Source: an optimization exercise on an open RTL-to-GDS flow (aim: small area, a short achievable clock period and few clock cycles per item). Production flows keep margins and buffers that such runs may drop.
Only simulation tests tie the RTL to the original design; equivalence was not proved.
Power is estimated from default activity; no workload was simulated.

## run.sh

```bash
#!/bin/bash
# synth_recipe.tcl (not shown) runs the flow's synth.tcl, then flattens the netlist and writes it again
# the make line also repeats each setting of config.mk as NAME=value (left out here)
make -C /OpenROAD-flow-scripts/flow DESIGN_CONFIG=/design/flow/config.mk WORK_HOME=/design/flow/orfs CLKGATE_MAP_FILE= SYNTH_SCRIPT=/design/flow/synth_recipe.tcl finish
```

## config.mk

```make
export PLATFORM = sky130hd
export DESIGN_NAME = fcodec
export DESIGN_NICKNAME = fcodec
export VERILOG_FILES = /design/flow/design.v
export SDC_FILE = /design/flow/constraint.sdc
export NUM_CORES = 4
export LEC_CHECK = 0
export ABC_AREA = 1
export CAP_MARGIN = 80
export CORE_MARGIN = 2
export CORE_UTILIZATION = 40
export SLEW_MARGIN = 80
```

## constraint.sdc

```tcl
create_clock -name core_clock -period 14.0 [get_ports {clk}]
set_input_delay 2.8000 -clock core_clock [delete_from_list [all_inputs] [get_ports {clk}]]
set_output_delay 2.8000 -clock core_clock [all_outputs]
set_load 0.01 [all_outputs]
```

## design.v

```verilog
module fcodec (
    input  wire        clk,
    input  wire        rst,
    input  wire        in_valid,
    output wire        in_ready,
    input  wire [2:0]  op,
    input  wire [7:0]  sig,
    input  wire [63:0] opa,
    output reg         out_valid,
    output reg  [31:0] res,
    output reg         frng,
    output reg  [1:0]  err
);
    assign in_ready = 1'b1;
    reg        a_v;
    reg [31:0] a_opa;
    reg [2:0]  a_op;
    reg [4:0]  a_S;
    reg        a_shi;                     
    reg        a_x1, a_x0, a_fhi;         
    always @(posedge clk) begin
        a_v   <= ~rst & in_valid;
        a_opa <= opa[31:0];
        a_op  <= op;
        a_S   <= sig[4:0];
        a_shi <= |sig[7:5];
        a_x1  <= &opa[62:52];
        a_x0  <= ~|opa[62:52];
        a_fhi <= |opa[51:32];
    end
    wire       w24 = a_op[1];
    wire       enc = ~a_op[0];
    wire [4:0] S   = a_S;
    wire [63:0] t_ix = 64'd1 << {w24, S};
    wire [0:0] t_e3;
    assign t_e3[0] = |(t_ix & 64'h0010000000001000);
    wire [0:0] t_e4;
    assign t_e4[0] = |(t_ix & 64'h0008000000000800);
    wire [0:0] t_e5;
    assign t_e5[0] = |(t_ix & 64'h0004000000000400);
    wire [0:0] t_e6;
    assign t_e6[0] = |(t_ix & 64'h0002000000000200);
    wire [0:0] t_e7;
    assign t_e7[0] = |(t_ix & 64'h0001000000000100);
    wire [0:0] t_e8;
    assign t_e8[0] = |(t_ix & 64'h0000800000000080);
    wire [4:0] t_amtn;
    assign t_amtn[0] = |(t_ix & 64'h000aaaa000000aa0);
    assign t_amtn[1] = |(t_ix & 64'h0019999000001990);
    assign t_amtn[2] = |(t_ix & 64'h0007878000000780);
    assign t_amtn[3] = |(t_ix & 64'h00007f8000001f80);
    assign t_amtn[4] = |(t_ix & 64'h0000007000000070);
    wire [4:0] t_kden;
    assign t_kden[0] = |(t_ix & 64'h0015000000001500);
    assign t_kden[1] = |(t_ix & 64'h0013000000001300);
    assign t_kden[2] = |(t_ix & 64'h001f000000001f00);
    assign t_kden[3] = |(t_ix & 64'h0018800000000700);
    assign t_kden[4] = |(t_ix & 64'h001c000000000480);
    wire [0:0] t_ege9;
    assign t_ege9[0] = |(t_ix & 64'h00007ff000000070);
    wire [0:0] t_eeq8;
    assign t_eeq8[0] = |(t_ix & 64'h0000800000000080);
    wire [7:0] t_cr;
    assign t_cr[0] = |(t_ix & 64'h0015000000001500);
    assign t_cr[1] = |(t_ix & 64'h000c000000000c00);
    assign t_cr[2] = |(t_ix & 64'h000c000000000c00);
    assign t_cr[3] = |(t_ix & 64'h0014000000000b00);
    assign t_cr[4] = |(t_ix & 64'h0007000000001300);
    assign t_cr[5] = |(t_ix & 64'h0019000000001d00);
    assign t_cr[6] = |(t_ix & 64'h001e000000001e00);
    assign t_cr[7] = |(t_ix & 64'h0000000000000000);
    wire [31:0] sx = 32'd1 << S;
    wire [23:0] ge;
    genvar gi;
    generate
        for (gi = 0; gi < 24; gi = gi + 1) begin : g_ge
            assign ge[gi] = |(sx >> gi);
        end
    endgenerate
    wire [22:0] lows, below, rsel, mlo, mhi;
    generate
        for (gi = 0; gi < 23; gi = gi + 1) begin : g_mask
            assign lows[gi]  = ge[gi + 1];                             
            assign below[gi] = ~ge[23 - gi];                           
            assign rsel[gi]  = ge[22 - gi] & ~ge[23 - gi];             
            assign mlo[gi]   = ~ge[gi + 1] & ((gi < 6) ? 1'b1 : ge[(gi < 6) ? 0 : gi - 6]);
            assign mhi[gi]   = ((gi < 7) ? 1'b0 : ~ge[(gi < 7) ? 0 : gi - 6]) & ((gi <= 13) | (w24 & (gi <= 21)));
        end
    endgenerate
    reg [1:0] chk;
    always @(*) begin
        case (a_op)
            3'd0, 3'd1: chk = (a_shi || S < 5'd4 || S > 5'd12) ? 2'd3 : 2'd0;
            3'd2, 3'd3: chk = (a_shi || S < 5'd4 || S > 5'd20) ? 2'd3 : 2'd0;
            3'd4, 3'd5: chk = (a_shi || S != 5'd0) ? 2'd1 : 2'd0;
            default:    chk = 2'd1;
        endcase
    end
    wire val32 = !(a_opa[30:23] == 8'hFF || (a_opa[30:23] == 8'h00 && a_opa[22:0] != 23'd0));
    wire val64 = !(a_x1 || (a_x0 && (a_fhi || a_opa != 32'd0)));
    wire [7:0]  e32 = a_opa[30:23];
    wire [22:0] f23 = a_opa[22:0];
    wire den = (t_e8 & (e32 == 8'd0))   | (t_e7 & (e32 <= 8'd64))  |
               (t_e6 & (e32 <= 8'd96))  | (t_e5 & (e32 <= 8'd112)) |
               (t_e4 & (e32 <= 8'd120)) | (t_e3 & (e32 <= 8'd124));
    wire ovf = (t_e8 & (e32 == 8'd255)) | (t_e7 & (e32 > 8'd190))  |
               (t_e6 & (e32 > 8'd158))  | (t_e5 & (e32 > 8'd142))  |
               (t_e4 & (e32 > 8'd134))  | (t_e3 & (e32 > 8'd130));
    wire dzero = (t_e7 & (e32 <= 8'd49))  | (t_e6 & (e32 <= 8'd81))  |
                 (t_e5 & (e32 <= 8'd97))  | (t_e4 & (e32 <= 8'd105)) |
                 (t_e3 & (e32 <= 8'd109));
    wire dz  = den & dzero;
    wire        top  = w24 ? a_opa[22] : a_opa[14];
    wire [22:0] mag  = w24 ? a_opa[22:0] : {8'd0, a_opa[14:0]};
    wire        dden = ~|(mag & ~lows);
    wire        dzer = ~|mag;
    reg  [4:0]  q;
    integer i;
    always @(*) begin
        q = 5'd0;
        for (i = 0; i < 20; i = i + 1)
            if (mag[i]) q = i[4:0];
    end
    wire lo_any = |(mag & mlo);
    wire lo_all = &(mag | ~mlo);
    wire hi_any = |(mag & mhi);
    wire hi_all = &(mag | ~mhi);
    wire d_ovf  = t_ege9 ? (top & (hi_any | lo_all)) : (t_eeq8 & top & lo_all);
    wire d_unf  = t_ege9 ? (~top & ~(hi_all & lo_any)) : (t_eeq8 & dden);
    wire [7:0] r_den = t_cr + {3'd0, q};
    wire [4:0] amt = enc ? (den ? (t_kden - e32[4:0]) : t_amtn)
                         : (dden ? q : S);
    wire [51:0] V;
    wire [27:0] Vd = w24 ? {{6{~top}}, a_opa[21:0]} : {{14{~top}}, a_opa[13:0]};
    assign V[22:0]  = {23{enc}} & (f23 | below | {23{ovf}});
    assign V[23]    = enc & (den | (~ovf & e32[0]));
    assign V[29:24] = enc ? ({6{~den}} & ({6{ovf}} | e32[6:1])) : Vd[5:0];
    assign V[51:30] = enc ? {22{~den & (ovf | ~e32[7])}} : Vd[27:6];
    wire [46:0] v4 = amt[4] ? V[51:16]  : V[46:0];
    wire [38:0] v3 = amt[3] ? v4[46:8]  : v4[38:0];
    wire [34:0] v2 = amt[2] ? v3[38:4]  : v3[34:0];
    wire [32:0] v1 = amt[1] ? v2[34:2]  : v2[32:0];
    wire [31:0] Y  = amt[0] ? v1[32:1]  : v1[31:0];
    wire st = (~amt[4] | &V[15:0]) & (~amt[3] | &v4[7:0]) & (~amt[2] | &v3[3:0]) &
              (~amt[1] | &v2[1:0]) & (~amt[0] | v1[0]);
    wire rbit = |(f23 & rsel);
    wire all1 = &(f23 | below);
    wire inc1 = rbit & ~all1;
    wire incb = den ? (Y[0] | (inc1 & st)) : (~ovf & inc1);
    reg        b_v;
    reg [31:1] b_Y;
    reg        b_incb, b_flip, b_ez, b_w24, b_sign, b_dec, b_isval, b_valbit;
    reg [1:0]  b_err;
    reg        b_dden, b_dzer, b_dovf, b_dunf;
    reg [7:0]  b_rden;
    always @(posedge clk) begin
        b_v      <= ~rst & a_v;
        b_Y      <= Y[31:1];
        b_incb   <= incb;
        b_flip   <= ~den & ~ovf;
        b_ez     <= dz;
        b_w24    <= w24;
        b_sign   <= a_op[0] ? (w24 ? a_opa[23] : a_opa[15]) : a_opa[31];
        b_dec    <= a_op[0];
        b_isval  <= a_op[2];
        b_valbit <= a_op[0] ? val64 : val32;
        b_err    <= chk;
        b_dden   <= dden;
        b_dzer   <= dzer;
        b_dovf   <= d_ovf;
        b_dunf   <= d_unf;
        b_rden   <= r_den;
    end
    wire [22:0] msum = b_Y[23:1] + {22'd0, b_incb};
    wire [22:0] topf = b_flip ? (b_w24 ? 23'h400000 : 23'h004000) : 23'd0;
    wire [22:0] emag = b_ez ? 23'd0 : (msum ^ topf);
    wire [31:0] enc_res = b_w24 ? {8'd0, b_sign, emag} : {16'd0, b_sign, emag[14:0]};
    wire [7:0]  r = b_dden ? b_rden : {~b_Y[31], b_Y[30:24]};
    reg  [31:0] dec_res;
    always @(*) begin
        if (b_dzer)      dec_res = 32'd0;
        else if (b_dovf) dec_res = {b_sign, 31'h7F7FFFFF};
        else if (b_dunf) dec_res = {b_sign, 31'd0};
        else             dec_res = {b_sign, r, b_Y[23:1]};
    end
    wire dec_frng = ~b_dzer & (b_dovf | b_dunf);
    always @(posedge clk) begin
        out_valid <= ~rst & b_v;
        err       <= b_err;
        frng      <= (b_err == 2'd0) & ~b_isval & b_dec & dec_frng;
        if (b_err != 2'd0) res <= 32'd0;
        else if (b_isval)  res <= {31'd0, b_valbit};
        else if (b_dec)    res <= dec_res;
        else               res <= enc_res;
    end
endmodule
```

==> results of run 1 <==
==> routing by layer <==
| metal | global-route usage | share of wire | up-vias |
|---|---|---|---|
| met3 | 0.0675 | 0.089 | 100 |
| met5 | 0 | 0.00041 | - |
| li1 | - | - | 5593 |
| met2 | 0.483 | 0.45 | 575 |
| met1 | 0.384 | 0.42 | 5265 |
| met4 | 0.142 | 0.040 | 2 |
==> final cells by class <==
class / count / area, um2
diodes: 1 / 2.50
clock buffers: 17 / 425
clock inverters: 15 / 179
fillers: 2546 / 11700
inverters: 162 / 636
multi-input cells: 1225 / 6760
flip-flops and latches: 135 / 2750
well taps: 324 / 405
repair buffers: 147 / 1420
==> worst reg2reg max path, cell delays in order, from the launching register on <==
cell,delay [ns]
dfxtp_1,0.32
buf_6,0.25
inv_1,0.12
buf_6,0.21
nand4_1,0.22
nand2_1,0.17
nor4_2,0.30
clkdlybuf4s50_1,0.55
ha_1,0.14
inv_1,0.06
fa_1,0.40
nand3_1,0.09
nand2_1,0.07
xor2_1,0.15
xor2_1,0.15
nand2_1,0.13
nand2_1,0.15
nand2_4,0.12
nand2_8,0.22
nand2_2,0.16
nand2_1,0.10
inv_2,0.04
o21ai_1,0.18
o22ai_1,0.15
a21oi_1,0.22
nand2_1,0.07
nand2_1,0.10
==> layout by cell type (no fill, tap or decap), types with 5 or more instances in the layout <==
| master | n |
|---|---|
| nand4_1 | 30 |
| dfxtp_1 | 106 |
| inv_6 | 7 |
| nand3b_1 | 5 |
| inv_2 | 22 |
| nor4_1 | 5 |
| buf_1 | 6 |
| nor3_1 | 17 |
| nand2_4 | 5 |
| dfxtp_2 | 23 |
| o211ai_1 | 20 |
| nand2_2 | 11 |
| clkbuf_16 | 17 |
| inv_8 | 5 |
| a21oi_1 | 71 |
| nor2_1 | 127 |
| nor4_2 | 9 |
| buf_2 | 7 |
| dfxtp_4 | 6 |
| inv_4 | 5 |
| mux2i_1 | 5 |
| nor2_2 | 14 |
| o21ai_0 | 53 |
| clkdlybuf4s50_1 | 121 |
| or2_1 | 5 |
| nor3_2 | 14 |
| ha_1 | 11 |
| nand3_1 | 183 |
| o32ai_1 | 5 |
| a221oi_1 | 5 |
| a31oi_1 | 8 |
| o21ai_2 | 7 |
| inv_1 | 130 |
| buf_6 | 5 |
| nor2_4 | 15 |
| nand2_1 | 420 |
| xor2_1 | 14 |
| o21ai_1 | 62 |
| o22ai_1 | 15 |
| nand3_4 | 5 |
==> stage by stage <==
stage	hold WS [ns]	utilization
after CTS	0.366	0.509
after global placement	0.339	0.458
final	0.362	0.519
after detailed placement	0.356	0.484
after floorplan	0.326	-
after global routing	0.378	0.519
==> logic make-up (layout without fill, tap and decap cells) <==
kind of cell	count (synthesis)	count (layout)	share of synthesized area
and+or+nand+nor	888	888	0.402
AOI/OAI and AO/OA	300	300	0.186
buffers and inverters	232	341	0.0981
DFF	135	135	0.274
xor gates and xnor gates	18	18	0.0160
adders and majority gates	13	13	0.0180
muxes	5	5	0.00508
other	1	2	0.000380
==> sequential cells by signal, summed over array words and instances, names as in the netlist, 2 cells and up <==
register  count
a_opa        32
res          32
b_Y          31
b_rden        8
a_S           5
a_op          3
b_err         2
err           2
==> where the power goes <==
group | internal (mW) | switching (mW) | total, mW
combinational | 0.164 | 0.278 | 0.442
sequential | 0.428 | 0.0476 | 0.476
clock | 0.257 | 0.224 | 0.481
==> path summary, 6_finish.rpt <==
kind | start | end | cells past startpoint
worst max register to register | a_op[1]$_DFF_P_ | b_Y[31]$_DFF_P_ | 26
worst max-delay path | a_op[1]$_DFF_P_ | b_Y[31]$_DFF_P_ | 26
worst min-delay path | b_err[1]$_DFF_P_ | err[1]$_DFF_P_ | 0
worst min register to register | b_err[1]$_DFF_P_ | err[1]$_DFF_P_ | 0
==> run summary, run 1 <==
run status=finished clean; number of instances in the placed design=1992; share of layout cells above drive strength 1=0.137; Yosys Warn Count=1; register area share after synthesis=0.274; Die ar.=0.0259 mm2; I/O Buffers=112; critical path class=flop to flop; RSZ-0062 raised after global routing=false; # IOs=115; pre-CTS setup slack=9.13 ns; Layout area overhead=27.6%; WP data required=14.36 ns; Top FF cell, synth=dfxtp_1; arrival time of the worst setup path=5.28 ns; vias in the first global route=11000; Post-synth top cells=nand2_1, nand3_1, nor2_1; Max Freq=203 MHz; largest area contributor in the netlist=dfxtp_1; net count after synthesis=1683; clk slew on worst S/H paths=0.07 ns; wire per inst=19.1 um; Clock Tree Root=clkbuf_16; first-pass GRT wire length=60.7 mm; Final Hold Violating Endpoints=0; distinct cell type count after synthesis=68; initial drt markers=1138; drt pass-1 iters=5; placed cell areas=0.0117 mm2; Inserted Clock Buffers=17; CP max-delay cell=clkdlybuf4s50_1; CTS tree=done; Cell Count, Final, Fillers Out=2026; via count=11500; CP most frequent cell=nand2_1; WP buf/inv=6; Synth Register Bits=135; Critical Path Fanout Max=33; Die X=161 um; Cells after Synth=1592; Max-cap violations=0; final instance area=0.0126 mm2; antenna viol nets, final=0; initial antenna violation count=3; fin crit share=0.352; Mapped Area=0.00986 mm2; area fraction of the dominant cell type after synthesis=0.274; H-tree depth=4; Total GRT Usage=0.301; Post-CTS Setup Bufs=0; GR Overflow Total=0; Hold Buf Count CTS=0; Die Ht=161 um; WL final=38.7 mm; Post-CTS Resized=0; Avg Cell Area, Syn=6.19 um2; final setup margin=9.08 ns; leading post-synthesis cells by cell area=dfxtp_1, nand2_1, nand3_1; worst-case clock buffer depth=2; Setup violations, final=0; Max Slew Vio Count=0; Sink Count=135; Post-DP HPWL=30.2 mm; clk_skew=0.0224 ns; NumNets Final=1779; final setup TNS=0 ns; PwrDens=111 mW/mm2; largest net degree at the start of global routing=41; family with the most delay on the worst path=simple AND/OR/NAND/NOR gates; vias per inst=5.69; overall power=1.40 mW; clock latency (worst-skew pair)=0.45 ns; EDFF count, synth=0; most frequent cell after synthesis=nand2_1; Initial Utilization=0.406; fin crit period=4.92 ns; static leakage=5.60 nW; FFs w/ async S/R, synth=0; startpoint types=flop; endpoint class of the critical path=flop; area of the core=0.0242 mm2; crit-path max cell delay=0.55 ns; # rows=57; HP Class=flop to flop; r2r setup slk=9.08 ns; placer congestion estimate=1.02; VDD IR max=0.0721 mV; DRC=0
Testbench counts, summed over its fixed seeds: cycles 32,024, items 32,000.
==> inputs of run 2 (changes only) <==
==> flow/run.sh (new file) <==
#!/bin/bash
set -euo pipefail
bash standard.sh SETUP_SLACK_MARGIN=10.2 finish > orfs_make.log 2>&1
==> standard.sh (new file) <==
#!/bin/bash
# synth_recipe.tcl (not shown) runs the flow's synth.tcl, then flattens the netlist and writes it again
# the make line also repeats each setting of config.mk as NAME=value (left out here)
make -C /OpenROAD-flow-scripts/flow DESIGN_CONFIG=/design/flow/config.mk WORK_HOME=/design/flow/orfs CLKGATE_MAP_FILE= SYNTH_SCRIPT=/design/flow/synth_recipe.tcl "${@:-finish}"
--- a/config.mk
+++ b/config.mk
@@ -6,7 +6,7 @@
 export NUM_CORES = 4
 export LEC_CHECK = 0
 export ABC_AREA = 1
-export CAP_MARGIN = 80
+export CAP_MARGIN = 20
 export CORE_MARGIN = 2
 export CORE_UTILIZATION = 40
-export SLEW_MARGIN = 80
+export SLEW_MARGIN = 20
removed: run.sh
==> run summary, run 2 <==
run status=finished clean; Inserted Clock Buffers=17; HP Class=flop to flop; clk_skew=0.0171 ns; Cells after Synth=1592; via count=11900; area of the core=0.0242 mm2; fin crit share=0.274; Setup violations, final=0; leading post-synthesis cells by cell area=dfxtp_1, nand2_1, nand3_1; initial drt markers=1186; FFs w/ async S/R, synth=0; crit-path max cell delay=0.36 ns; RSZ-0062 raised after global routing=true; clk slew on worst S/H paths=0.07 ns; cell internal pwr=0.860 mW; initial antenna violation count=0; share of layout cells above drive strength 1=0.170; WP buf/inv=5; family with the most delay on the worst path=simple AND/OR/NAND/NOR gates; I/O Buffers=112; Layout fillers=2511; vias in the first global route=11200; Combinational Power Share=0.331; first-pass GRT wire length=62.8 mm; most frequent cell after synthesis=nand2_1; Max Freq=260 MHz; largest area contributor in the netlist=dfxtp_1; GR Overflow Total=0; Final Hold Violating Endpoints=0; startpoint types=flop; Sw Share=0.398; static leakage=5.90 nW; Max-cap violations=0; Post-synth top cells=nand2_1, nand3_1, nor2_1; Cell Count, Final, Fillers Out=2059; distinct cell type count after synthesis=68; Die ar.=0.0259 mm2; Mapped Area=0.00986 mm2; Hold Buf Count CTS=0; Multi-input gate area=0.00682 mm2; WP data required=14.31 ns; Critical Path Fanout Max=7; ANT cells=0; EDFF count, synth=0; PwrDens=111 mW/mm2; NumNets Final=1813; net count after synthesis=1683; Synth Register Bits=135; VDD IR max=0.0604 mV; CTS tree=done; commonest non-fill, non-tap cell in the layout=nand2_1; CP max-delay cell=dfxtp_4; switching power=0.569 mW; antenna viol nets, final=0; Die X=161 um; WL final=40.7 mm; Max Slew Vio Count=0; DRC=0; fin crit period=3.84 ns; Yosys Warn Count=1; Total GRT Usage=0.312; worst-case clock buffer depth=2; endpoint class of the critical path=flop; register area share after synthesis=0.274; Avg Cell Area, Syn=6.19 um2; Seq pwr share=0.332; largest registers=a_opa (32), res (32), b_Y (31); largest net degree at the start of global routing=41; Sink Count=135; Sequential cell area=0.00272 mm2; placer congestion estimate=1.02; Slew HR=0.356; Layout area overhead=30.7%; Initial Utilization=0.406; number of instances in the placed design=1967; vias per inst=5.76; final setup TNS=0 ns; # rows=57; Worst-Margin Slew=0.964 ns; # IOs=115; clock share of power=0.337; arrival time of the worst setup path=4.15 ns; Die Ht=161 um; clock latency (worst-skew pair)=0.44 ns; wire per inst=19.8 um; H-tree depth=4; drt pass-1 iters=8; Top FF cell, synth=dfxtp_1; area fraction of the dominant cell type after synthesis=0.274; commonest cells after routing, fill and taps aside=nand2_1, nand3_1, nor2_1; Clock Tree Root=clkbuf_16; Post-DP HPWL=29.8 mm; critical path class=flop to flop
==> run 2: cell counts after synthesis <==
No cell type changed its count.
==> run 2: kinds of logic (layout without fill, tap and decap cells) <==
logic type      Yosys count  in the layout  synth area share
mux                       5              5           0.00508
simple gates            888            895             0.402
buf+inv                 232            368            0.0981
fa+ha+maj                13             13            0.0180
compound gates          300            300             0.186
xor+xnor                 18             18            0.0160
flops                   135            135             0.274
other cells               1              1          0.000380
==> run 2: power by group through the flow <==
stage | clock network, mW | registers, mW | logic (mW)
final | 0.482 | 0.475 | 0.472
after global routing | 0.506 | 0.479 | 0.521
after CTS | 0.487 | 0.473 | 0.440
after detailed placement | 0 | 0.482 | 0.401
after global placement | 0 | 0.482 | 0.400
after floorplan | 0 | 0.462 | 0.291
==> run 2: layout make-up <==
class,instances,share of cell area
multi-input combinational,1232,0.529
clock buffer,17,0.0330
clock inverter,15,0.0139
sequential,135,0.211
timing repair buffer,173,0.130
inverter,162,0.0507
timing repair inverter,1,0.000583
tap,324,0.0315
==> run 2: final timing paths <==
kind	slack, ns	to	from	cells past startpoint
worst max-delay path	10.16	b_Y[12]$_DFF_P_	a_op[1]$_DFF_P_	25
worst min-delay path	0.35	err[0]$_DFF_P_	b_err[0]$_DFF_P_	0
worst max register to register	10.16	b_Y[12]$_DFF_P_	a_op[1]$_DFF_P_	25
worst min register to register	0.35	err[0]$_DFF_P_	b_err[0]$_DFF_P_	0
==> run 2: metal layers <==
layer / up-vias / global-route usage / share of wire / routed length, um
met1: 5458 / 0.408 / 0.42 / 16900
met4: 0 / 0.127 / 0.036 / 1460
met3: 114 / 0.0693 / 0.10 / 4140
met5: - / 0 / 0 / 0
met2: 642 / 0.501 / 0.45 / 18200
li1: 5654 / - / - / -
==> run 2: metrics by stage <==
stage / total power, mW / util / area, um2 / hold WS (ns) / worst slack, ns
after CTS: 1.40 / 0.515 / 12500 / 0.353 / 10.20
after detailed placement: 0.882 / 0.458 / 11100 / 0.340 / 9.02
after global placement: 0.882 / 0.458 / 11100 / 0.339 / 9.00
after global routing: 1.51 / 0.531 / 12900 / 0.352 / 9.95
final: 1.43 / 0.531 / 12900 / 0.354 / 10.16
after floorplan: 0.754 / - / 9860 / 0.326 / 10.39
==> run 2: what timing repair did <==
| action | CTS | global route |
|---|---|---|
| setup endpoints to repair | 68 | 54 |
| pin swaps | 21 | 35 |
| gates cloned | 9 | 1 |
| endpoints found under the hold margin | 0 | 0 |
| gates resized for setup | 165 | 91 |
| buffers inserted | 33 | 16 |
==> inputs of run 3 (changes only) <==
--- a/design.v
+++ b/design.v
@@ -50,12 +50,6 @@
     assign t_amtn[2] = |(t_ix & 64'h0007878000000780);
     assign t_amtn[3] = |(t_ix & 64'h00007f8000001f80);
     assign t_amtn[4] = |(t_ix & 64'h0000007000000070);
-    wire [4:0] t_kden;
-    assign t_kden[0] = |(t_ix & 64'h0015000000001500);
-    assign t_kden[1] = |(t_ix & 64'h0013000000001300);
-    assign t_kden[2] = |(t_ix & 64'h001f000000001f00);
-    assign t_kden[3] = |(t_ix & 64'h0018800000000700);
-    assign t_kden[4] = |(t_ix & 64'h001c000000000480);
     wire [0:0] t_ege9;
     assign t_ege9[0] = |(t_ix & 64'h00007ff000000070);
     wire [0:0] t_eeq8;
@@ -128,8 +122,12 @@
     wire d_ovf  = t_ege9 ? (top & (hi_any | lo_all)) : (t_eeq8 & top & lo_all);
     wire d_unf  = t_ege9 ? (~top & ~(hi_all & lo_any)) : (t_eeq8 & dden);
     wire [7:0] r_den = t_cr + {3'd0, q};
-    wire [4:0] amt = enc ? (den ? (t_kden - e32[4:0]) : t_amtn)
-                         : (dden ? q : S);
+    wire [4:0] e5 = e32[4:0];
+    wire [4:0] ad = ({5{t_e3}} & (5'd31 - e5)) | ({5{t_e4}} & (5'd28 - e5)) |
+                    ({5{t_e5}} & (5'd21 - e5)) | ({5{t_e6}} & (5'd6  - e5)) |
+                    ({5{t_e7}} & (5'd7  - e5)) | ({5{t_e8}} & (5'd8  - e5));
+    wire [4:0] amt_den = {ad[4] ^ (~w24 & ad[3]), ad[3] ^ ~w24, ad[2:0]};
+    wire [4:0] amt = enc ? (den ? amt_den : t_amtn) : (dden ? q : S);
     wire [51:0] V;
     wire [27:0] Vd = w24 ? {{6{~top}}, a_opa[21:0]} : {{14{~top}}, a_opa[13:0]};
     assign V[22:0]  = {23{enc}} & (f23 | below | {23{ovf}});
==> flow/run.sh (replaced) <==
#!/bin/bash
# Layout flow: the standard ORFS flow (standard.sh: unchanged synthesis
# and steps) at the design's clock period and constraints, with three
# settings changed on the make command line:
#  - SETUP_SLACK_MARGIN: ORFS's timing repair aims for this setup slack
#    instead of 0, so the layout reaches a shorter period than the clock's;
#  - BUFFER_PORTS_ARGS: the port buffers are buf_1 cells (resized by the
#    repair where timing needs it) instead of the resizer's default pick;
#  - CTS_ARGS: ORFS's default clock tree options, without dummy loads.
# The make output goes to orfs_make.log; each ORFS step also writes its own
# log under orfs/logs.
set -euo pipefail
bash standard.sh \
  SETUP_SLACK_MARGIN=10.25 \
  "BUFFER_PORTS_ARGS=-buffer_cell sky130_fd_sc_hd__buf_1" \
  "CTS_ARGS=-sink_clustering_enable -repair_clock_nets -dont_use_dummy_load" \
  finish > orfs_make.log 2>&1
==> run summary, run 3 <==
RSZ-0062 raised after global routing=true; Synth Register Bits=135; CP cell instances=buf_1; first-pass GRT wire length=62.9 mm; worst reg-to-reg path cell count=23; register area share after synthesis=0.264; drt pass-1 iters=6; placed cell areas=0.0108 mm2; GR Overflow Total=0; largest registers=a_opa (32), res (32), b_Y (31); net count after synthesis=1741; Yosys Warn Count=1; HP Class=flop to flop; Slew HR=0.271; Inserted Clock Buffers=17; final setup margin=10.29 ns; fin crit share=0.265; initial antenna violation count=0; NumNets Final=1883; commonest non-fill, non-tap cell in the layout=nand2_1; Final Hold Violating Endpoints=0; largest family of logic cells by synthesized area=simple AND/OR/NAND/NOR gates; final setup TNS=0 ns; Sink Count=135; Max-cap violations=0; startpoint types=flop; Multi-input gate area=0.00681 mm2; end of the worst register-to-register path=b_Y[3]$_DFF_P_; distinct cell type count after synthesis=63; Simple-Gate Fraction of Synth Area=0.396; clk slew on worst S/H paths=0.06 ns; Hold WS=0.350 ns; final core occ=0.485; Initial Utilization=0.407; complex-gate fraction of the synthesized area=0.198; Layout fillers=2662; XOR/XNOR Fraction of Synth Area=0.00942; Die Ht=164 um; cell count of the worst hold path=0; final instance area=0.0122 mm2; Die ar.=0.0269 mm2; Worst-Margin Slew=1.07 ns; number of instances in the placed design=2018; I/O Buffers=112; worst-case clock buffer depth=2; # rows=58; run status=finished clean; WP buf/inv=1; antenna viol nets, final=0; Mapped Area=0.0102 mm2; H-tree depth=4; Post-synth top cells=nand2_1, nand3_1, nor2_1; r2r setup slk=10.31 ns; Die X=164 um; Critical Path Fanout Max=1; VDD IR max=0.0629 mV; fin crit period=3.71 ns; Hold Buf Count CTS=0; FFs w/ async S/R, synth=0; Setup violations, final=0; Sequential cell area=0.00274 mm2; ANT cells=0; share of layout cells above drive strength 1=0.124; post-synthesis adder-cell area fraction=0.0264; Layout area overhead=19.1%; initial drt markers=1527; Total GRT Usage=0.308; vias per inst=5.80; mux cell area share after synthesis=0.00685; family with the most delay on the worst path=flip-flops; largest area contributor in the netlist=dfxtp_1; R2R Path Start=a_S[3]$_DFF_P_; via count=12200; DRC=0; pre-CTS setup slack=8.59 ns; critical path class=flop to primary output; wire per inst=20.1 um; Max Freq=269 MHz; Hold Path Sink=err[0]$_DFF_P_; area fraction of the dominant cell type after synthesis=0.264; placer congestion estimate=1.03; arrival time of the worst setup path=0.91 ns; Combinational Power Share=0.331; crit-path max cell delay=0.32 ns; clock share of power=0.293; WP data required=11.20 ns; clk_skew=0.0275 ns; largest net degree at the start of global routing=44; Top FF cell, synth=dfxtp_1; CTS tree=done; Clock Tree Root=clkbuf_16; Max Slew Vio Count=0; static leakage=5.49 nW; Cell Count, Final, Fillers Out=2112; Sw Share=0.380; Cells after Synth=1642; cell internal pwr=0.781 mW; area of the core=0.0251 mm2; Avg Cell Area, Syn=6.23 um2; clock latency (worst-skew pair)=0.45 ns; vias in the first global route=10900; WL final=42.5 mm; EDFF count, synth=0; commonest cells after routing, fill and taps aside=nand2_1, nand3_1, nor2_1; endpoint class of the critical path=primary output; PwrDens=103 mW/mm2; overall power=1.26 mW; # IOs=115; most frequent cell after synthesis=nand2_1; leading post-synthesis cells by cell area=dfxtp_1, nand2_1, nand3_1; Post-DP HPWL=31.3 mm; Seq pwr share=0.376; switching power=0.479 mW; hold_sp=b_err[0]$_DFF_P_; CP max-delay cell=dfxtp_1
[run 3: worst max-delay path by stage]
| stage | from | to | cells past startpoint |
|---|---|---|---|
| 2_1_floorplan | opa[41] | a_fhi$_DFF_P_ | 3 |
| 3_3_place_gp | a_S[4]$_DFF_P_ | b_Y[29]$_DFF_P_ | 18 |
| 3_5_place_dp | a_S[4]$_DFF_P_ | b_Y[29]$_DFF_P_ | 18 |
| 4_1_cts | a_S[3]$_DFF_P_ | b_Y[29]$_DFF_P_ | 24 |
| 5_1_grt | a_S[3]$_DFF_P_ | b_Y[2]$_DFF_P_ | 23 |
| 6_report | err[0]$_DFF_P_ | err[0] | 1 |
[run 3: layer usage]
metal  global-route usage  up-vias  part of all wire
met5                    0        -                 0
li1                     -     5875                 -
met3               0.0598       99             0.089
met1                0.409     5576              0.42
met2                0.499      691              0.46
met4                0.110        0             0.033
[run 3: power by group through the flow]
stage                     clock (mW)  sequential (mW)  combinational [mW]
after global routing           0.392            0.478               0.460
after CTS                      0.377            0.473               0.383
after floorplan                    0            0.462               0.278
after detailed placement           0            0.481               0.367
final                          0.369            0.473               0.417
after global placement             0            0.482               0.367
[run 3: cell families (layout without fill, tap and decap cells)]
kind of cell,after synthesis,after routing
simple gates,893,898
compound gates,335,335
buf+inv,239,374
flops,135,135
fa+ha+maj,21,21
xor+xnor,11,11
mux,7,7
other cells,1,1
[run 3: what timing repair did]
action,in CTS,in global routing
buffers inserted,16,53
cloned,6,2
endpoints found under the setup margin,41,37
resized for setup,43,67
pin swaps,4,12
[run 3: area by class of cell]
type / count / share of cell area
Tap cell: 330 / 0.0339
Sequential cell: 135 / 0.225
Clock buffer: 17 / 0.0349
Inverter: 163 / 0.0538
Multi-Input combinational cell: 1273 / 0.559
Timing Repair inverter: 2 / 0.00103
Timing Repair Buffer: 192 / 0.0928
Testbench counts of run 3, summed over its fixed seeds: cycles 32,024, items 32,000.
==> inputs of run 4 (changes only) <==
--- a/flow/run.sh
+++ b/flow/run.sh
@@ -6,12 +6,12 @@
 #    instead of 0, so the layout reaches a shorter period than the clock's;
 #  - BUFFER_PORTS_ARGS: the port buffers are buf_1 cells (resized by the
 #    repair where timing needs it) instead of the resizer's default pick;
-#  - CTS_ARGS: ORFS's default clock tree options, without dummy loads.
+#  - CTS_ARGS: ORFS's default clock tree options, without dummy loads, with larger sink clusters.
 # The make output goes to orfs_make.log; each ORFS step also writes its own
 # log under orfs/logs.
 set -euo pipefail
 bash standard.sh \
-  SETUP_SLACK_MARGIN=10.25 \
+  SETUP_SLACK_MARGIN=10.2 \
   "BUFFER_PORTS_ARGS=-buffer_cell sky130_fd_sc_hd__buf_1" \
-  "CTS_ARGS=-sink_clustering_enable -repair_clock_nets -dont_use_dummy_load" \
+  "CTS_ARGS=-sink_clustering_enable -repair_clock_nets -dont_use_dummy_load -sink_clustering_size 40 -sink_clustering_max_diameter 120" \
   finish > orfs_make.log 2>&1
==> run summary, run 4 <==
Final Hold Violating Endpoints=0; vias per inst=5.77; Yosys Warn Count=1; area fraction of the dominant cell type after synthesis=0.264; final setup margin=10.27 ns; DRC=0; Slew HR=0.289; Die X=164 um; static leakage=5.42 nW; I/O Buffers=112; EDFF count, synth=0; Mapped Area=0.0102 mm2; largest registers=a_opa (32), res (32), b_Y (31); leading post-synthesis cells by cell area=dfxtp_1, nand2_1, nand3_1; Max Freq=268 MHz; drt pass-1 iters=6; ANT cells=0; H-tree depth=4; worst-case clock buffer depth=2; Die Ht=164 um; fin crit share=0.266; Sequential cell area=0.00274 mm2; Initial Utilization=0.407; CP cell instances=inv_2, nor2_4, buf_4, nand2_1, nand4_1, inv_2, nand2_1, nand3_2, nor2_4, nand4_1, nand3_4, nand2_8, o21ai_0, mux2i_1, or2_1, o211ai_1, nand3_1, nand2_1; Inserted Clock Buffers=17; vias in the first global route=10900; Setup violations, final=0; NumNets Final=1872; largest area contributor in the netlist=dfxtp_1; Synth Register Bits=135; Max-cap violations=0; most frequent cell after synthesis=nand2_1; Clock Tree Root=clkbuf_16; Avg Cell Area, Syn=6.23 um2; area of the core=0.0251 mm2; largest net degree at the start of global routing=44; FFs w/ async S/R, synth=0; final setup TNS=0 ns; Post-DP HPWL=31.3 mm; via count=12100; clk slew on worst S/H paths=0.07 ns; # rows=58; first-pass GRT wire length=62.7 mm; VDD IR max=0.0624 mV; Critical Path Fanout Max=9; WP data required=14.38 ns; Max Slew Vio Count=0; # IOs=115; placer congestion estimate=1.03; fin crit period=3.73 ns; PwrDens=104 mW/mm2; commonest cells after routing, fill and taps aside=nand2_1, nand3_1, nor2_1; initial antenna violation count=0; RSZ-0062 raised after global routing=true; Hold Buf Count CTS=0; crit-path max cell delay=0.44 ns; HP Class=flop to flop; clk_skew=0.0282 ns; WP buf/inv=3; net count after synthesis=1741; Post-synth top cells=nand2_1, nand3_1, nor2_1; arrival time of the worst setup path=4.11 ns; clock latency (worst-skew pair)=0.44 ns; share of layout cells above drive strength 1=0.116; CTS tree=done; WL final=42.6 mm; initial drt markers=1551; antenna viol nets, final=0; GR Overflow Total=0; family with the most delay on the worst path=simple AND/OR/NAND/NOR gates; pre-CTS setup slack=8.59 ns; Total GRT Usage=0.308; run status=finished clean; Worst-Margin Slew=1.04 ns; Top FF cell, synth=dfxtp_1; Multi-input gate area=0.00679 mm2; number of instances in the placed design=2018; critical path class=flop to flop; Layout fillers=2680; Sink Count=135; Cells after Synth=1642; startpoint types=flop; register area share after synthesis=0.264; distinct cell type count after synthesis=63; CP max-delay cell=dfxtp_4; endpoint class of the critical path=flop; Layout area overhead=17.8%; wire per inst=20.3 um; Cell Count, Final, Fillers Out=2101; commonest non-fill, non-tap cell in the layout=nand2_1; Die ar.=0.0269 mm2; CP most frequent cell=nand2_1
==> run 4: cell counts after synthesis <==
No cell type changed its count.
==> run 4: path summary, 6_finish.rpt <==
| kind | startpoint | end | slack (ns) | cells past startpoint |
|---|---|---|---|---|
| worst min register to register | b_err[0]$_DFF_P_ | err[0]$_DFF_P_ | 0.35 | 0 |
| worst min-delay path | b_err[0]$_DFF_P_ | err[0]$_DFF_P_ | 0.35 | 0 |
| worst max-delay path | a_S[3]$_DFF_P_ | b_Y[14]$_DFF_P_ | 10.27 | 18 |
| worst max register to register | a_S[3]$_DFF_P_ | b_Y[14]$_DFF_P_ | 10.27 | 18 |
==> run 4: what timing repair did <==
item	CTS	global route
pin swaps	4	11
gates resized for setup	36	62
gates cloned	6	5
setup endpoints to repair	40	35
buffers inserted	11	44
==> run 4: where the power goes <==
| group | switching, mW | internal (mW) | leakage, nW |
|---|---|---|---|
| logic | 0.272 | 0.142 | 4.09 |
| registers | 0.0470 | 0.427 | 1.13 |
| clock network | 0.161 | 0.210 | 0.209 |
==> run 4: per-layer routing <==
| layer | up-vias | wire length [um] | global-route usage |
|---|---|---|---|
| met5 | - | 0 | 0 |
| met4 | 0 | 1230 | 0.102 |
| met3 | 93 | 3670 | 0.0634 |
| met2 | 638 | 19500 | 0.498 |
| met1 | 5551 | 18200 | 0.408 |
| li1 | 5846 | - | - |
==> run 4: logic make-up (layout without fill, tap and decap cells) <==
group / count (synthesis) / in the layout / share of synthesized area
buffers and inverters: 239 / 361 / 0.0992
AO/OA/AOI/OAI: 335 / 335 / 0.198
XOR/XNOR: 11 / 11 / 0.00942
multiplexers: 7 / 7 / 0.00685
adder cells (fa/ha/maj): 21 / 21 / 0.0264
AND/OR/NAND/NOR: 893 / 900 / 0.396
flip-flops: 135 / 135 / 0.264
other: 1 / 1 / 0.000367
==> run 4: area by class of cell <==
| class | instances | area share |
|---|---|---|
| Timing Repair inverter | 2 | 0.00104 |
| Timing Repair Buffer | 179 | 0.0847 |
| Multi-Input combinational cell | 1275 | 0.564 |
| Clock buffer | 17 | 0.0353 |
| Tap cell | 330 | 0.0343 |
| Inverter | 163 | 0.0542 |
| Sequential cell | 135 | 0.227 |
==> run 4: stage by stage <==
step | cell area (um2) | total power, mW | utilization | hold WS (ns)
final | 12100 | 1.26 | 0.480 | 0.350
after global routing | 12100 | 1.33 | 0.480 | 0.356
after detailed placement | 10800 | 0.848 | 0.428 | 0.340
after CTS | 11400 | 1.23 | 0.454 | 0.351
after global placement | 10800 | 0.848 | 0.428 | 0.337
after floorplan | 10200 | 0.739 | - | 0.326
==> inputs of run 5 (changes only) <==
--- a/design.v
+++ b/design.v
@@ -90,8 +90,6 @@
             default:    chk = 2'd1;
         endcase
     end
-    wire val32 = !(a_opa[30:23] == 8'hFF || (a_opa[30:23] == 8'h00 && a_opa[22:0] != 23'd0));
-    wire val64 = !(a_x1 || (a_x0 && (a_fhi || a_opa != 32'd0)));
     wire [7:0]  e32 = a_opa[30:23];
     wire [22:0] f23 = a_opa[22:0];
     wire den = (t_e8 & (e32 == 8'd0))   | (t_e7 & (e32 <= 8'd64))  |
@@ -145,50 +143,53 @@
     wire all1 = &(f23 | below);
     wire inc1 = rbit & ~all1;
     wire incb = den ? (Y[0] | (inc1 & st)) : (~ovf & inc1);
+    wire [7:0] r = dden ? r_den : {~Y[31], Y[30:24]};
+    wire ok   = (chk == 2'd0);
+    wire dspc = dzer | d_ovf | d_unf;
+    wire kill = ~ok | a_op[2] | (a_op[0] & dspc) | (enc & dz);
+    wire fill = ok & ~a_op[2] & a_op[0] & ~dzer & d_ovf;
+    wire val32 = !(a_opa[30:23] == 8'hFF || (a_opa[30:23] == 8'h00 && a_opa[22:0] != 23'd0));
+    wire val64 = !(a_x1 || (a_x0 && (a_fhi || a_opa != 32'd0)));
+    wire one  = ok & a_op[2] & (a_op[0] ? val64 : val32);
+    wire sgn  = ok & ~a_op[2] & ~(a_op[0] & dzer) &
+                (a_op[0] ? (w24 ? a_opa[23] : a_opa[15]) : a_opa[31]);
     reg        b_v;
-    reg [31:1] b_Y;
-    reg        b_incb, b_flip, b_ez, b_w24, b_sign, b_dec, b_isval, b_valbit;
+    reg [23:1] b_Y;
+    reg [7:0]  b_r;
+    reg        b_incb, b_flip, b_w24, b_sgn, b_dec;
+    reg        b_kill, b_fill, b_one, b_frng;
     reg [1:0]  b_err;
-    reg        b_dden, b_dzer, b_dovf, b_dunf;
-    reg [7:0]  b_rden;
     always @(posedge clk) begin
         b_v      <= ~rst & a_v;
-        b_Y      <= Y[31:1];
+        b_Y      <= Y[23:1];
+        b_r      <= r;
         b_incb   <= incb;
         b_flip   <= ~den & ~ovf;
-        b_ez     <= dz;
         b_w24    <= w24;
-        b_sign   <= a_op[0] ? (w24 ? a_opa[23] : a_opa[15]) : a_opa[31];
+        b_sgn    <= sgn;
         b_dec    <= a_op[0];
-        b_isval  <= a_op[2];
-        b_valbit <= a_op[0] ? val64 : val32;
+        b_kill   <= kill;
+        b_fill   <= fill;
+        b_one    <= one;
+        b_frng   <= ok & ~a_op[2] & a_op[0] & ~dzer & (d_ovf | d_unf);
         b_err    <= chk;
-        b_dden   <= dden;
-        b_dzer   <= dzer;
-        b_dovf   <= d_ovf;
-        b_dunf   <= d_unf;
-        b_rden   <= r_den;
     end
     wire [22:0] msum = b_Y[23:1] + {22'd0, b_incb};
     wire [22:0] topf = b_flip ? (b_w24 ? 23'h400000 : 23'h004000) : 23'd0;
-    wire [22:0] emag = b_ez ? 23'd0 : (msum ^ topf);
-    wire [31:0] enc_res = b_w24 ? {8'd0, b_sign, emag} : {16'd0, b_sign, emag[14:0]};
-    wire [7:0]  r = b_dden ? b_rden : {~b_Y[31], b_Y[30:24]};
-    reg  [31:0] dec_res;
+    wire [22:0] emag = msum ^ topf;
+    reg  [31:0] dat;
     always @(*) begin
-        if (b_dzer)      dec_res = 32'd0;
-        else if (b_dovf) dec_res = {b_sign, 31'h7F7FFFFF};
-        else if (b_dunf) dec_res = {b_sign, 31'd0};
-        else             dec_res = {b_sign, r, b_Y[23:1]};
+        if (b_dec)      dat = {1'b0, b_r, b_Y[23:1]};
+        else if (b_w24) dat = {9'd0, emag};
+        else            dat = {17'd0, emag[14:0]};
     end
-    wire dec_frng = ~b_dzer & (b_dovf | b_dunf);
+    wire [31:0] sbit = b_dec ? 32'h80000000 : (b_w24 ? 32'h00800000 : 32'h00008000);
+    wire [31:0] nres = ({32{~b_kill}} & dat) | ({32{b_fill}} & 32'h7F7FFFFF) |
+                       ({32{b_sgn}} & sbit) | {31'd0, b_one};
     always @(posedge clk) begin
         out_valid <= ~rst & b_v;
         err       <= b_err;
-        frng      <= (b_err == 2'd0) & ~b_isval & b_dec & dec_frng;
-        if (b_err != 2'd0) res <= 32'd0;
-        else if (b_isval)  res <= {31'd0, b_valbit};
-        else if (b_dec)    res <= dec_res;
-        else               res <= enc_res;
+        frng      <= b_frng;
+        res       <= nres;
     end
 endmodule
==> run summary, run 5 <==
drt pass-1 iters=8; vias in the first global route=11200; net count after synthesis=1712; Layout area overhead=22.7%; initial drt markers=1078; fin crit period=3.70 ns; final setup TNS=0 ns; Mapped Area=0.00982 mm2; Die X=161 um; vias per inst=5.89; placed cell areas=0.0104 mm2; leading post-synthesis cells by cell area=dfxtp_1, nand2_1, nand3_1; Sink Count=124; wire per inst=20.2 um; EDFF count, synth=0; final instance area=0.0121 mm2; Post-synth top cells=nand2_1, nand3_1, inv_1; Yosys Warn Count=1; register area share after synthesis=0.253; Critical Path Fanout Max=1; clk slew on worst S/H paths=0.06 ns; Max Freq=271 MHz; most frequent cell after synthesis=nand2_1; initial antenna violation count=1; WP buf/inv=1; Die ar.=0.0258 mm2; GR Overflow Total=0; clk_skew=0.0213 ns; Hold Buf Count CTS=0; area of the core=0.0242 mm2; largest registers=a_opa (32), res (32), b_Y (23); GRT busiest layer=met2; ANT cells=0; number of instances in the placed design=1983; Post-DP HPWL=31.1 mm; crit-path max cell delay=0.32 ns; Sequential cell area=0.00251 mm2; final setup margin=10.30 ns; antenna viol nets, final=0; Cells after Synth=1613; endpoint class of the critical path=primary output; first-pass GRT wire length=63.7 mm; PwrDens=101 mW/mm2; DRC=0; I/O Buffers=112; H-tree depth=4; WP data required=11.20 ns; largest net degree at the start of global routing=45; NumNets Final=1850; distinct cell type count after synthesis=62; critical path class=flop to primary output; static leakage=5.45 nW; Cell Count, Final, Fillers Out=2073; commonest non-fill, non-tap cell in the layout=nand2_1; VDD IR max=0.0568 mV; Inserted Clock Buffers=17; CP cell instances=buf_1; clock latency (worst-skew pair)=0.43 ns; Slew HR=0.418; # rows=57; fin crit share=0.264; startpoint types=flop; pre-CTS setup slack=8.79 ns; Top FF cell, synth=dfxtp_1; Max-cap violations=0; Total GRT Usage=0.316; run status=finished clean; M2 GR Usage=0.527; placer congestion estimate=1.06; CTS tree=done; Synth Register Bits=124; # IOs=115; WL final=41.9 mm; family with the most delay on the worst path=flip-flops; GR Util met3=0.0597; Max Slew Vio Count=0; area fraction of the dominant cell type after synthesis=0.253; RSZ-0062 raised after global routing=false; Initial Utilization=0.405; Worst-Margin Slew=0.871 ns; Clock Tree Root=clkbuf_16; Setup violations, final=0; via count=12200; HP Class=flop to flop; share of layout cells above drive strength 1=0.145; commonest cells after routing, fill and taps aside=nand2_1, nand3_1, inv_1; FFs w/ async S/R, synth=0; Avg Cell Area, Syn=6.09 um2; Multi-input gate area=0.00685 mm2; worst-case clock buffer depth=2; Final Hold Violating Endpoints=0; Die Ht=161 um; arrival time of the worst setup path=0.90 ns; GR Util met1=0.406; Hold WS=0.326 ns; Layout fillers=2601; largest area contributor in the netlist=dfxtp_1; CP max-delay cell=dfxtp_1
run 5: cell count changes after synthesis, sizes merged, moves of 13 or more:
cell   delta
nand3    +66
a21oi    -30
nand2    -29
o21ai    -24
nor2     -16
nor3     +13
run 5: cell type report:
type / instances / share of cell area
repair buffers: 189 / 0.0952
well taps: 324 / 0.0336
flip-flops and latches: 124 / 0.208
repair inverters: 1 / 0.000623
inverters: 167 / 0.0587
multi-input cells: 1251 / 0.568
clock buffers: 17 / 0.0353
run 5: cell families after synthesis:
logic type,share of synthesized area
flops,0.253
mux,0.00306
other cells,0.000382
xor+xnor,0.00802
compound gates,0.182
simple gates,0.424
buf+inv,0.102
fa+ha+maj,0.0275
run 5: power breakdown:
part	internal, mW	total [mW]	switching, mW
clock	0.210	0.363	0.153
combinational	0.142	0.422	0.280
sequential	0.398	0.438	0.0404
run 5: stage by stage:
step | power (mW) | util
2_1_floorplan | 0.699 | -
3_5_place_dp | 0.810 | 0.427
5_1_grt | 1.29 | 0.497
3_3_place_gp | 0.810 | 0.427
4_1_cts | 1.19 | 0.464
6_report | 1.22 | 0.497
run 5: layer usage:
metal,share of wire,up-vias
li1,-,5794
met1,0.41,5663
met2,0.46,629
met3,0.085,127
met4,0.043,2
met5,0.00033,-
run 5: worst paths after layout:
check,from,to,slack (ns),cells past startpoint
worst max-delay path,res[1]$_DFF_P_,res[1],10.30,1
worst max register to register,a_S[1]$_DFF_P_,b_Y[14]$_DFF_P_,10.32,20
worst min register to register,b_frng$_DFF_P_,frng$_DFF_P_,0.33,0
worst min-delay path,b_frng$_DFF_P_,frng$_DFF_P_,0.33,0
run 5: what timing repair did:
action | CTS | global route
endpoints found under the setup margin | 35 | 33
resized for setup | 82 | 102
pin swaps | 9 | 37
buffers inserted | 18 | 47
gates cloned | 6 | 2
Testbench counts of run 5, summed over its fixed seeds: cycles 32,024, items 32,000.
==> inputs of run 6 (changes only) <==
--- a/design.v
+++ b/design.v
@@ -17,16 +17,16 @@
     reg [2:0]  a_op;
     reg [4:0]  a_S;
     reg        a_shi;                     
-    reg        a_x1, a_x0, a_fhi;         
+    reg        a_valbit;                  
+    wire val32 = !(opa[30:23] == 8'hFF || (opa[30:23] == 8'h00 && opa[22:0] != 23'd0));
+    wire val64 = !(opa[62:52] == 11'h7FF || (opa[62:52] == 11'h000 && opa[51:0] != 52'd0));
     always @(posedge clk) begin
         a_v   <= ~rst & in_valid;
         a_opa <= opa[31:0];
         a_op  <= op;
         a_S   <= sig[4:0];
         a_shi <= |sig[7:5];
-        a_x1  <= &opa[62:52];
-        a_x0  <= ~|opa[62:52];
-        a_fhi <= |opa[51:32];
+        a_valbit <= op[0] ? val64 : val32;
     end
     wire       w24 = a_op[1];
     wire       enc = ~a_op[0];
@@ -148,9 +148,7 @@
     wire dspc = dzer | d_ovf | d_unf;
     wire kill = ~ok | a_op[2] | (a_op[0] & dspc) | (enc & dz);
     wire fill = ok & ~a_op[2] & a_op[0] & ~dzer & d_ovf;
-    wire val32 = !(a_opa[30:23] == 8'hFF || (a_opa[30:23] == 8'h00 && a_opa[22:0] != 23'd0));
-    wire val64 = !(a_x1 || (a_x0 && (a_fhi || a_opa != 32'd0)));
-    wire one  = ok & a_op[2] & (a_op[0] ? val64 : val32);
+    wire one  = ok & a_op[2] & a_valbit;
     wire sgn  = ok & ~a_op[2] & ~(a_op[0] & dzer) &
                 (a_op[0] ? (w24 ? a_opa[23] : a_opa[15]) : a_opa[31]);
     reg        b_v;
==> flow/run.sh (replaced) <==
#!/bin/bash
# Layout flow: the standard ORFS flow (standard.sh: unchanged synthesis
# and steps) at the design's clock period and constraints, with three
# settings changed on the make command line:
#  - SETUP_SLACK_MARGIN: ORFS's timing repair aims for this setup slack
#    instead of 0, so the layout reaches a shorter period than the clock's;
#  - BUFFER_PORTS_ARGS: the port buffers are buf_1 cells (resized by the
#    repair where timing needs it) instead of the resizer's default pick;
#  - CTS_ARGS: ORFS's default clock tree options, without dummy loads.
# The make output goes to orfs_make.log; each ORFS step also writes its own
# log under orfs/logs.
set -euo pipefail
bash standard.sh \
  SETUP_SLACK_MARGIN=10.25 \
  "BUFFER_PORTS_ARGS=-buffer_cell sky130_fd_sc_hd__buf_1" \
  "CTS_ARGS=-sink_clustering_enable -repair_clock_nets -dont_use_dummy_load" \
  finish > orfs_make.log 2>&1
==> run summary, run 6 <==
Initial Utilization=0.409; Mapped Area=0.00997 mm2; fin crit share=0.270; commonest non-fill, non-tap cell in the layout=nand2_1; Setup violations, final=0; DRC=0; antenna viol nets, final=0; register area share after synthesis=0.245; share of layout cells above drive strength 1=0.163; net count after synthesis=1748; critical path depth=6; leading post-synthesis cells by cell area=dfxtp_1, nand2_1, nand3_1; Worst setup startpoint=opa[6]; CTS tree=done; initial antenna violation count=0; wire per inst=19.4 um; static leakage=5.83 nW; CP max-delay cell=nor4_4; VDD IR max=0.0483 mV; Hold Buf Count CTS=0; fin crit period=3.77 ns; Final Hold Violating Endpoints=0; clk slew on worst S/H paths=0.06 ns; ANT cells=0; H-tree depth=4; WP buf/inv=1; final core occ=0.524; clock latency (worst-skew pair)=0.43 ns; initial drt markers=1506; final setup TNS=0 ns; Post-synth top cells=nand2_1, nand3_1, inv_1; r2r setup slk=10.38 ns; critical path endpoint=a_valbit$_DFF_P_; vias per inst=5.86; area fraction of the dominant cell type after synthesis=0.245; Total GRT Usage=0.299; pre-CTS setup slack=8.53 ns; HP Class=flop to flop; Yosys Warn Count=1; largest net degree at the start of global routing=45; endpoint class of the critical path=flop; area of the core=0.0244 mm2; Cell Count, Final, Fillers Out=2157; Avg Cell Area, Syn=6.05 um2; placer congestion estimate=1.03; I/O Buffers=112; arrival time of the worst setup path=4.15 ns; # IOs=115; Die Ht=162 um; Post-DP HPWL=30.1 mm; Worst-Margin Slew=0.906 ns; worst-case clock buffer depth=2; Max Slew Vio Count=0; overall power=1.21 mW; PwrDens=94.9 mW/mm2; family with the most delay on the worst path=simple AND/OR/NAND/NOR gates; FFs w/ async S/R, synth=0; NumNets Final=1934; Synth Register Bits=122; Clock Tree Root=clkbuf_16; distinct cell type count after synthesis=58; clk_skew=0.0194 ns; CP cell instances=buf_6, nor4_4, nand4_1, nand3b_1, o311ai_2, a31o_2; Cells after Synth=1649; Top FF cell, synth=dfxtp_1; drt pass-1 iters=7; via count=12600; number of instances in the placed design=2020; most frequent cell after synthesis=nand2_1; EDFF count, synth=0; vias in the first global route=11000; Layout area overhead=28.2%; Max-cap violations=0; GR Overflow Total=0; commonest cells after routing, fill and taps aside=nand2_1, nand3_1, inv_1; Inserted Clock Buffers=17; startpoint types=input port; worst reg-to-reg path cell count=25; largest registers=a_opa (32), res (32), b_Y (23); final instance area=0.0128 mm2; placed cell areas=0.0105 mm2; run status=finished clean; Critical Path Fanout Max=2; WP data required=14.37 ns; first-pass GRT wire length=61.0 mm; end of the worst register-to-register path=b_r[7]$_DFF_P_; WL final=41.8 mm; Sink Count=122; largest area contributor in the netlist=dfxtp_1; crit-path max cell delay=0.33 ns; Hold WS=0.318 ns; Slew HR=0.396; Die ar.=0.0262 mm2; RSZ-0062 raised after global routing=true; Die X=162 um; R2R Path Start=a_S[4]$_DFF_P_; Max Freq=265 MHz; final setup margin=10.23 ns; critical path class=input port to flop; # rows=57
run 6: logic make-up after synthesis:
kind of cell / synth area share
AOI/OAI and AO/OA: 0.182
DFF: 0.245
buffers and inverters: 0.100
adders and majority gates: 0.0271
other: 0.000376
xor gates and xnor gates: 0.00791
and+or+nand+nor: 0.438
run 6: worst min path at each step:
stage / to / start / cells after the start
after floorplan: err[0]$_DFF_P_ / b_err[0]$_DFF_P_ / 0
after global placement: err[1]$_DFF_P_ / b_err[1]$_DFF_P_ / 0
after detailed placement: err[0]$_DFF_P_ / b_err[0]$_DFF_P_ / 0
after CTS: err[1]$_DFF_P_ / b_err[1]$_DFF_P_ / 0
after global routing: err[1]$_DFF_P_ / b_err[1]$_DFF_P_ / 0
final: err[1]$_DFF_P_ / b_err[1]$_DFF_P_ / 0
run 6: cell type report:
class | instances | area [um2]
fill | 2500 | 11600
multi-input combinational | 1293 | 7150
sequential | 122 | 2470
timing repair buffer | 228 | 1570
inverter | 168 | 714
clock buffer | 17 | 425
tap | 324 | 405
timing repair inverter | 5 | 47.5
run 6: worst register-to-register path, delay by kind of cell (launching register included):
family                 cells  cell delay [ns]
DFF                        1             0.36
buffers and inverters      8             1.27
and+or+nand+nor           15             1.61
AOI/OAI and AO/OA          2             0.26
run 6: timing repair:
item	4_1_cts	5_1_grt
gates resized for setup	75	128
cloned	7	10
pin swaps	13	50
endpoints found under the setup margin	36	35
buffers inserted	24	79
run 6: power breakdown:
group	total [mW]	internal [mW]	leakage [nW]	switching, mW
sequential	0.419	0.384	1.02	0.0355
combinational	0.429	0.152	4.61	0.277
clock	0.365	0.210	0.209	0.155
run 6: layer usage:
layer / track usage / part of all wire / vias to the layer above
met4: 0.146 / 0.057 / 0
met2: 0.500 / 0.47 / 713
met1: 0.378 / 0.40 / 5734
li1: - / - / 6019
met3: 0.0426 / 0.077 / 168
met5: 0 / 0 / -
Testbench counts of run 6, summed over its fixed seeds: cycles 32,024, items 32,000.

==> separate check: timing with driven ports <==
The flow's constraints put no driver on any port. The routed layouts listed below were extracted and timed again, unchanged, in two steps. Step 1, drivers: a clkbuf_16 drives clk and a buf_2 each remaining input, both assumed. Step 2 also shifts input and output timing later by t, the mid clock arrival at the registers, as if the neighbouring blocks saw the same clock. Slacks: ideal / step 1 / step 2; pairs: ideal / step 1.
run | t, ns | setup slack, ns | hold WS [ns] | worst slew at a driven data input, ns
run 1 | 0.487 | 9.078 / 9.078 / 9.078 | 0.362 / 0.362 / 0.362 | 0.04
run 2 | 0.477 | 10.160 / 10.160 / 10.111 | 0.354 / 0.354 / 0.354 | 0.04
run 3 | 0.480 | 10.289 / 10.241 / 10.313 | 0.350 / 0.350 / 0.350 | 0.05
run 4 | 0.476 | 10.273 / 10.231 / 10.273 | 0.350 / 0.350 / 0.350 | 0.05
run 5 | 0.462 | 10.304 / 10.257 / 10.319 | 0.326 / 0.326 / 0.326 | 0.03
run 6 | 0.467 | 10.226 / 10.242 / 9.775 | 0.318 / 0.318 / 0.318 | 0.05
After both steps every run listed still meets setup and hold. For run 6, which loses most, drivers alone change the setup slack by +0.016 ns; drivers and shift together by -0.451 ns.
